This design comes from an exercise in tuning for small area, a short achievable clock period and few clock cycles per item on the open sky130 flow, not from production work. In this exercise RTL edits were held to simulation tests only and were not proved equivalent to the original. Power and IR drop assume default switching activity.

==> inputs of 02-20 <==
Design bpe, start of the top module:
module bpe (
    input  wire        clk,
    input  wire        rst,
    input  wire        reg_req,
    input  wire        reg_we,
    input  wire [5:0]  reg_addr,
    input  wire [31:0] reg_wdata,
    output wire [31:0] reg_rdata,
    output wire        reg_ack,
    output wire        mem_req,
    output wire        mem_we,
    output wire [31:0] mem_addr,
    output wire [7:0]  mem_wdata,
    input  wire [7:0]  mem_rdata,
    input  wire        mem_ack,
    output wire        irq
);
==> flow/config.mk <==
export PLATFORM = sky130hd
export DESIGN_NAME = bpe
export DESIGN_NICKNAME = bpe
export VERILOG_FILES = /design/flow/design.v
export SDC_FILE = /design/flow/constraint.sdc
export NUM_CORES = 4
export LEC_CHECK = 0
export CAP_MARGIN = 20
export CORE_MARGIN = 2
export CORE_UTILIZATION = 40
export SETUP_SLACK_MARGIN = 5
export SLEW_MARGIN = 20
==> flow/constraint.sdc <==
create_clock -name core_clock -period 10.0 [get_ports {clk}]
set_input_delay 2.0000 -clock core_clock [delete_from_list [all_inputs] [get_ports {clk}]]
set_output_delay 2.0000 -clock core_clock [all_outputs]
set_load 0.01 [all_outputs]
standard.sh (not shown) runs the stock make flow with config.mk's settings and CLKGATE_MAP_FILE= SYNTH_SCRIPT=/design/flow/synth_recipe.tcl, a recipe that flattens the netlist after the stock synthesis.
==> flow/flow/run.sh <==
#!/bin/bash
# The standard layout, with plain buffers (not delay cells) on the ports.
set -euo pipefail
bash standard.sh BUFFER_PORTS_ARGS="-buffer_cell sky130_fd_sc_hd__buf_2" finish > flow_make.log 2>&1
==> inputs of 07-11, as changes to 02-20 <==
==> flow/config.mk (replaced) <==
export PLATFORM = sky130hd
export DESIGN_NAME = bpe
export DESIGN_NICKNAME = bpe
export VERILOG_FILES = /design/flow/design.v
export SDC_FILE = /design/flow/constraint.sdc
export NUM_CORES = 4
export LEC_CHECK = 0
export CAP_MARGIN = 5
export CORE_MARGIN = 2
export CORE_UTILIZATION = 50
export CTS_CLUSTER_DIAMETER = 100
export CTS_CLUSTER_SIZE = 30
export SETUP_SLACK_MARGIN = 5
export SLEW_MARGIN = 5
==> inputs of 10-21, as changes to 02-20 <==
--- a/flow/design.v
+++ b/flow/design.v
@@ -34,13 +34,13 @@
     input  wire        clk,
     input  wire        rst,
     input  wire        reg_req,
     input  wire        reg_we,
     input  wire [5:0]  reg_addr,
     input  wire [31:0] reg_wdata,
-    output wire [31:0] reg_rdata,
+    output reg  [31:0] reg_rdata,
     output wire        reg_ack,
     output wire        mem_req,
     output wire        mem_we,
     output wire [31:0] mem_addr,
     output wire [7:0]  mem_wdata,
     input  wire [7:0]  mem_rdata,
@@ -96,21 +96,17 @@
   wire is_copy = (op == 4'd5);
   wire [5:0]  w_eff = busy ? w : reg_wdata[13:8];
   wire [31:0] s_end, d_end;
   wire        s_end_c, d_end_c;
   bpe_add #(32) u_send (.a(spos), .b({26'b0, w_eff}), .ci(1'b0), .s(s_end), .co(s_end_c));
   bpe_add #(32) u_dend (.a(dpos), .b({26'b0, w_eff}), .ci(1'b0), .s(d_end), .co(d_end_c));
-  wire [32:0] s_q, d_q;
-  bpe_add #(33) u_sq (.a({1'b0, slen, 3'b0}), .b(~{1'b0, spos}), .ci(1'b1), .s(s_q), .co());
-  bpe_add #(33) u_dq (.a({1'b0, dlen, 3'b0}), .b(~{1'b0, dpos}), .ci(1'b1), .s(d_q), .co());
-  wire        s_qneg   = s_q[32];
-  wire        d_qneg   = d_q[32];
-  wire        s_qsmall = (s_q[32:6] == 27'b0);
-  wire        d_qsmall = (d_q[32:6] == 27'b0);
-  wire        s_oob = s_qneg | (s_qsmall & (s_q[5:0] < reg_wdata[13:8]));
-  wire        d_oob = d_qneg | (d_qsmall & (d_q[5:0] < reg_wdata[13:8]));
+  wire        s_ge, d_ge;
+  bpe_add #(33) u_sdif (.a({1'b0, slen, 3'b0}), .b(~{s_end_c, s_end}), .ci(1'b1), .s(), .co(s_ge));
+  bpe_add #(33) u_ddif (.a({1'b0, dlen, 3'b0}), .b(~{d_end_c, d_end}), .ci(1'b1), .s(), .co(d_ge));
+  wire        s_oob = ~s_ge;
+  wire        d_oob = ~d_ge;
   wire [3:0] a_op      = reg_wdata[3:0];
   wire       a_illegal = (reg_wdata[7:6] != 2'b0) || (reg_wdata[31:14] != 18'b0) || (a_op > 4'd5);
   wire       a_wbad    = (reg_wdata[13:8] > 6'd32);
   wire       a_w0      = (reg_wdata[13:8] == 6'd0);
   wire       a_src     = (a_op == 4'd2) | (a_op == 4'd5);
   wire       a_dst     = (a_op != 4'd2);
@@ -183,62 +179,32 @@
   wire src_ack = in_src & mem_ack;
   wire dst_ack = in_dst & mem_ack;
   wire finish  = (state == S_FIN) | (src_ack & klast & is_get) | (dst_ack & ~need_read & klast);
   wire to_dst  = src_ack & klast & ~is_get;        
   wire step    = (src_ack & ~klast) | (dst_ack & ~need_read & ~klast);
   wire load_p  = accept | to_dst;
-  reg  [3:0]  pr;
-  reg         stale;
-  reg  [31:0] rdq;
-  reg  [31:0] rmux;
-  wire        rd_req = reg_req & ~reg_we;
-  wire        rd_hit = (ra == pr) & ~stale;
-  assign reg_ack   = reg_req & ~rst & (reg_we | rd_hit);
-  assign reg_rdata = rdq;
-  assign irq       = ie & done;
-  reg [3:0] pr_succ;
+  assign reg_ack = reg_req & ~rst;
+  assign irq     = ie & done;
   always @(*) begin
-    case (pr)
-      4'd1:    pr_succ = is_get ? 4'd4 : 4'd5;    
-      4'd4:    pr_succ = 4'd5;                    
-      4'd5:    pr_succ = 4'd8;                    
-      4'd8:    pr_succ = 4'd11;                   
-      default: pr_succ = 4'd1;
+    case (ra)
+      4'd0:    reg_rdata = {31'b0, ie};
+      4'd1:    reg_rdata = {22'b0, err, 5'b0, ovr, done, busy};
+      4'd2:    reg_rdata = cmd;
+      4'd3:    reg_rdata = wdata;
+      4'd4:    reg_rdata = rdata;
+      4'd5:    reg_rdata = result;
+      4'd6:    reg_rdata = sbase;
+      4'd7:    reg_rdata = {3'b0, slen};
+      4'd8:    reg_rdata = spos;
+      4'd9:    reg_rdata = dbase;
+      4'd10:   reg_rdata = {3'b0, dlen};
+      4'd11:   reg_rdata = dpos;
+      4'd12:   reg_rdata = CFG;
+      default: reg_rdata = 32'b0;
     endcase
   end
-  wire [3:0] pr_next = (rd_req & ~rd_hit) ? ra :
-                       finish             ? 4'd1 :
-                       (rd_req & rd_hit)  ? pr_succ : pr;
-  always @(*) begin
-    case (pr_next)
-      4'd0:    rmux = {31'b0, ie};
-      4'd1:    rmux = {22'b0, err, 5'b0, ovr, done, busy};
-      4'd2:    rmux = cmd;
-      4'd3:    rmux = wdata;
-      4'd4:    rmux = rdata;
-      4'd5:    rmux = result;
-      4'd6:    rmux = sbase;
-      4'd7:    rmux = {3'b0, slen};
-      4'd8:    rmux = spos;
-      4'd9:    rmux = dbase;
-      4'd10:   rmux = {3'b0, dlen};
-      4'd11:   rmux = dpos;
-      4'd12:   rmux = CFG;
-      default: rmux = 32'b0;
-    endcase
-  end
-  always @(posedge clk) begin
-    rdq <= rmux;
-    if (rst) begin
-      pr    <= 4'd1;
-      stale <= 1'b1;
-    end else begin
-      pr    <= pr_next;
-      stale <= host_wr | finish;
-    end
-  end
   wire [31:0] wd_m = reg_wdata & {32{~rst}};
   wire        idle_wr = host_wr & ~busy;
   wire        fin_ok  = finish & (code == 2'd0) & ~rst;
   wire        eng     = busy & ~rst;            
   always @(posedge clk) begin
     if (rst | (host_wr & (ra == 4'd0)))  ie    <= wd_m[0];
==> flow/config.mk (replaced) <==
export PLATFORM = sky130hd
export DESIGN_NAME = bpe
export DESIGN_NICKNAME = bpe
export VERILOG_FILES = /design/flow/design.v
export SDC_FILE = /design/flow/constraint.sdc
export NUM_CORES = 4
export LEC_CHECK = 0
export CAP_MARGIN = 5
export CORE_MARGIN = 2
export CORE_UTILIZATION = 62
export CTS_CLUSTER_DIAMETER = 80
export CTS_CLUSTER_SIZE = 20
export SETUP_SLACK_MARGIN = 4.5
export SLEW_MARGIN = 5
==> inputs of 01-23, as changes to 02-20 <==
--- a/flow/design.v
+++ b/flow/design.v
@@ -34,13 +34,13 @@
     input  wire        clk,
     input  wire        rst,
     input  wire        reg_req,
     input  wire        reg_we,
     input  wire [5:0]  reg_addr,
     input  wire [31:0] reg_wdata,
-    output wire [31:0] reg_rdata,
+    output reg  [31:0] reg_rdata,
     output wire        reg_ack,
     output wire        mem_req,
     output wire        mem_we,
     output wire [31:0] mem_addr,
     output wire [7:0]  mem_wdata,
     input  wire [7:0]  mem_rdata,
@@ -96,21 +96,17 @@
   wire is_copy = (op == 4'd5);
   wire [5:0]  w_eff = busy ? w : reg_wdata[13:8];
   wire [31:0] s_end, d_end;
   wire        s_end_c, d_end_c;
   bpe_add #(32) u_send (.a(spos), .b({26'b0, w_eff}), .ci(1'b0), .s(s_end), .co(s_end_c));
   bpe_add #(32) u_dend (.a(dpos), .b({26'b0, w_eff}), .ci(1'b0), .s(d_end), .co(d_end_c));
-  wire [32:0] s_q, d_q;
-  bpe_add #(33) u_sq (.a({1'b0, slen, 3'b0}), .b(~{1'b0, spos}), .ci(1'b1), .s(s_q), .co());
-  bpe_add #(33) u_dq (.a({1'b0, dlen, 3'b0}), .b(~{1'b0, dpos}), .ci(1'b1), .s(d_q), .co());
-  wire        s_qneg   = s_q[32];
-  wire        d_qneg   = d_q[32];
-  wire        s_qsmall = (s_q[32:6] == 27'b0);
-  wire        d_qsmall = (d_q[32:6] == 27'b0);
-  wire        s_oob = s_qneg | (s_qsmall & (s_q[5:0] < reg_wdata[13:8]));
-  wire        d_oob = d_qneg | (d_qsmall & (d_q[5:0] < reg_wdata[13:8]));
+  wire        s_ge, d_ge;
+  bpe_add #(33) u_sdif (.a({1'b0, slen, 3'b0}), .b(~{s_end_c, s_end}), .ci(1'b1), .s(), .co(s_ge));
+  bpe_add #(33) u_ddif (.a({1'b0, dlen, 3'b0}), .b(~{d_end_c, d_end}), .ci(1'b1), .s(), .co(d_ge));
+  wire        s_oob = ~s_ge;
+  wire        d_oob = ~d_ge;
   wire [3:0] a_op      = reg_wdata[3:0];
   wire       a_illegal = (reg_wdata[7:6] != 2'b0) || (reg_wdata[31:14] != 18'b0) || (a_op > 4'd5);
   wire       a_wbad    = (reg_wdata[13:8] > 6'd32);
   wire       a_w0      = (reg_wdata[13:8] == 6'd0);
   wire       a_src     = (a_op == 4'd2) | (a_op == 4'd5);
   wire       a_dst     = (a_op != 4'd2);
@@ -183,62 +179,32 @@
   wire src_ack = in_src & mem_ack;
   wire dst_ack = in_dst & mem_ack;
   wire finish  = (state == S_FIN) | (src_ack & klast & is_get) | (dst_ack & ~need_read & klast);
   wire to_dst  = src_ack & klast & ~is_get;        
   wire step    = (src_ack & ~klast) | (dst_ack & ~need_read & ~klast);
   wire load_p  = accept | to_dst;
-  reg  [3:0]  pr;
-  reg         stale;
-  reg  [31:0] rdq;
-  reg  [31:0] rmux;
-  wire        rd_req = reg_req & ~reg_we;
-  wire        rd_hit = (ra == pr) & ~stale;
-  assign reg_ack   = reg_req & ~rst & (reg_we | rd_hit);
-  assign reg_rdata = rdq;
-  assign irq       = ie & done;
-  reg [3:0] pr_succ;
+  assign reg_ack = reg_req & ~rst;
+  assign irq     = ie & done;
   always @(*) begin
-    case (pr)
-      4'd1:    pr_succ = is_get ? 4'd4 : 4'd5;    
-      4'd4:    pr_succ = 4'd5;                    
-      4'd5:    pr_succ = 4'd8;                    
-      4'd8:    pr_succ = 4'd11;                   
-      default: pr_succ = 4'd1;
+    case (ra)
+      4'd0:    reg_rdata = {31'b0, ie};
+      4'd1:    reg_rdata = {22'b0, err, 5'b0, ovr, done, busy};
+      4'd2:    reg_rdata = cmd;
+      4'd3:    reg_rdata = wdata;
+      4'd4:    reg_rdata = rdata;
+      4'd5:    reg_rdata = result;
+      4'd6:    reg_rdata = sbase;
+      4'd7:    reg_rdata = {3'b0, slen};
+      4'd8:    reg_rdata = spos;
+      4'd9:    reg_rdata = dbase;
+      4'd10:   reg_rdata = {3'b0, dlen};
+      4'd11:   reg_rdata = dpos;
+      4'd12:   reg_rdata = CFG;
+      default: reg_rdata = 32'b0;
     endcase
   end
-  wire [3:0] pr_next = (rd_req & ~rd_hit) ? ra :
-                       finish             ? 4'd1 :
-                       (rd_req & rd_hit)  ? pr_succ : pr;
-  always @(*) begin
-    case (pr_next)
-      4'd0:    rmux = {31'b0, ie};
-      4'd1:    rmux = {22'b0, err, 5'b0, ovr, done, busy};
-      4'd2:    rmux = cmd;
-      4'd3:    rmux = wdata;
-      4'd4:    rmux = rdata;
-      4'd5:    rmux = result;
-      4'd6:    rmux = sbase;
-      4'd7:    rmux = {3'b0, slen};
-      4'd8:    rmux = spos;
-      4'd9:    rmux = dbase;
-      4'd10:   rmux = {3'b0, dlen};
-      4'd11:   rmux = dpos;
-      4'd12:   rmux = CFG;
-      default: rmux = 32'b0;
-    endcase
-  end
-  always @(posedge clk) begin
-    rdq <= rmux;
-    if (rst) begin
-      pr    <= 4'd1;
-      stale <= 1'b1;
-    end else begin
-      pr    <= pr_next;
-      stale <= host_wr | finish;
-    end
-  end
   wire [31:0] wd_m = reg_wdata & {32{~rst}};
   wire        idle_wr = host_wr & ~busy;
   wire        fin_ok  = finish & (code == 2'd0) & ~rst;
   wire        eng     = busy & ~rst;            
   always @(posedge clk) begin
     if (rst | (host_wr & (ra == 4'd0)))  ie    <= wd_m[0];
==> flow/config.mk (replaced) <==
export PLATFORM = sky130hd
export DESIGN_NAME = bpe
export DESIGN_NICKNAME = bpe
export VERILOG_FILES = /design/flow/design.v
export SDC_FILE = /design/flow/constraint.sdc
export NUM_CORES = 4
export LEC_CHECK = 0
export CAP_MARGIN = 5
export CORE_MARGIN = 2
export CORE_UTILIZATION = 50
export CTS_CLUSTER_DIAMETER = 80
export CTS_CLUSTER_SIZE = 20
export SETUP_SLACK_MARGIN = 4.5
export SLEW_MARGIN = 5
==> comparison table <==
| metric | 07-11 | 02-20 | 10-21 | 01-23 |
|---|---|---|---|---|
| Outcome | timing/DRC/antenna clean | timing/DRC/antenna clean | timing/DRC/antenna clean | timing/DRC/antenna clean |
| CP max stage cell | or3b_4 | or3b_4 | o41ai_4 | a221o_1 |
| Area delta synth->final | 17.65% | 23.09% | 18.52% | 17.46% |
| Xor/xnor share of the synthesized area | 0.03688 | 0.03688 | 0.03421 | 0.03421 |
| Y dimension of the die | 236.7 um | 264.2 um | 201.8 um | 224.2 um |
| Power in the clock group | 1.11 mW | 1.96 mW | 1.14 mW | 1.29 mW |
| Worst EP required | 10.43 ns | 10.34 ns | 10.48 ns | 10.54 ns |
| Final min period | 5.482 ns | 5.578 ns | 5.676 ns | 5.653 ns |
| Comb pwr | 1.05 mW | 1.05 mW | 817 uW | 777 uW |
| Drt pass-1 iters | 6 | 7 | 6 | 6 |
| Largest net degree at the start of global routing | 66 | 74 | 57 | 50 |
| Post-Layout Inst Area | 0.03186 mm^2 | 0.03333 mm^2 | 0.02874 mm^2 | 0.02848 mm^2 |
| Area share of fa/ha/maj cells after synthesis | 0.06848 | 0.06848 | 0.06471 | 0.06471 |
| Count of cells along the worst register-to-register path | 20 | 20 | 22 | 22 |
| Cell area power density | 139.3 mW/mm^2 | 158.8 mW/mm^2 | 141.8 mW/mm^2 | 146.6 mW/mm^2 |
| Leakage dissipation | 12.19 nW | 12.73 nW | 10.93 nW | 10.77 nW |
| Origin of the worst min-delay path | code[0] | err[0] | code[0] | code[0] |
Testbench counts of 02-20, summed over its fixed seeds: cycles 39,462, commands 2,400.
Testbench counts of 07-11, summed over its fixed seeds: cycles 39,462, commands 2,400.
Testbench counts of 10-21, summed over its fixed seeds: cycles 39,462, commands 2,400.
Testbench counts of 01-23, summed over its fixed seeds: cycles 39,462, commands 2,400.

re-timing with driven ports:
How much do the figures lean on ideal ports? The routed layouts below were timed once more, with nothing changed but the port constraints.
Step 1 (the two cells are an assumption about what drives the block):
set clk [get_ports {clk}]
set_driving_cell -lib_cell sky130_fd_sc_hd__clkbuf_16 $clk
set_driving_cell -lib_cell sky130_fd_sc_hd__buf_2 [delete_from_list [all_inputs] $clk]
Step 2 times the ports against the registers' clock, not the clock port: input delays grow and output delays shrink by t, the midpoint of the rising clock arrivals with the driver on.
Three values: no drivers, after step 1, after step 2; two values: the first two.
| run | t, ns | setup WS [ns] | slew at the worst register clock pin (ns) |
|---|---|---|---|
| 02-20 | 0.671 | 4.422 / 4.433 / 3.762 | 0.07 / 0.07 |
| 07-11 | 0.647 | 4.518 / 4.529 / 3.881 | 0.12 / 0.12 |
| 10-21 | 0.643 | 4.324 / 4.353 / 3.713 | 0.09 / 0.09 |
| 01-23 | 0.669 | 4.347 / 4.363 / 3.694 | 0.09 / 0.09 |
After both steps setup and hold are still met in every run listed. For 02-20, which loses most, drivers alone change the setup slack by +0.011 ns; drivers and shift together by -0.660 ns.
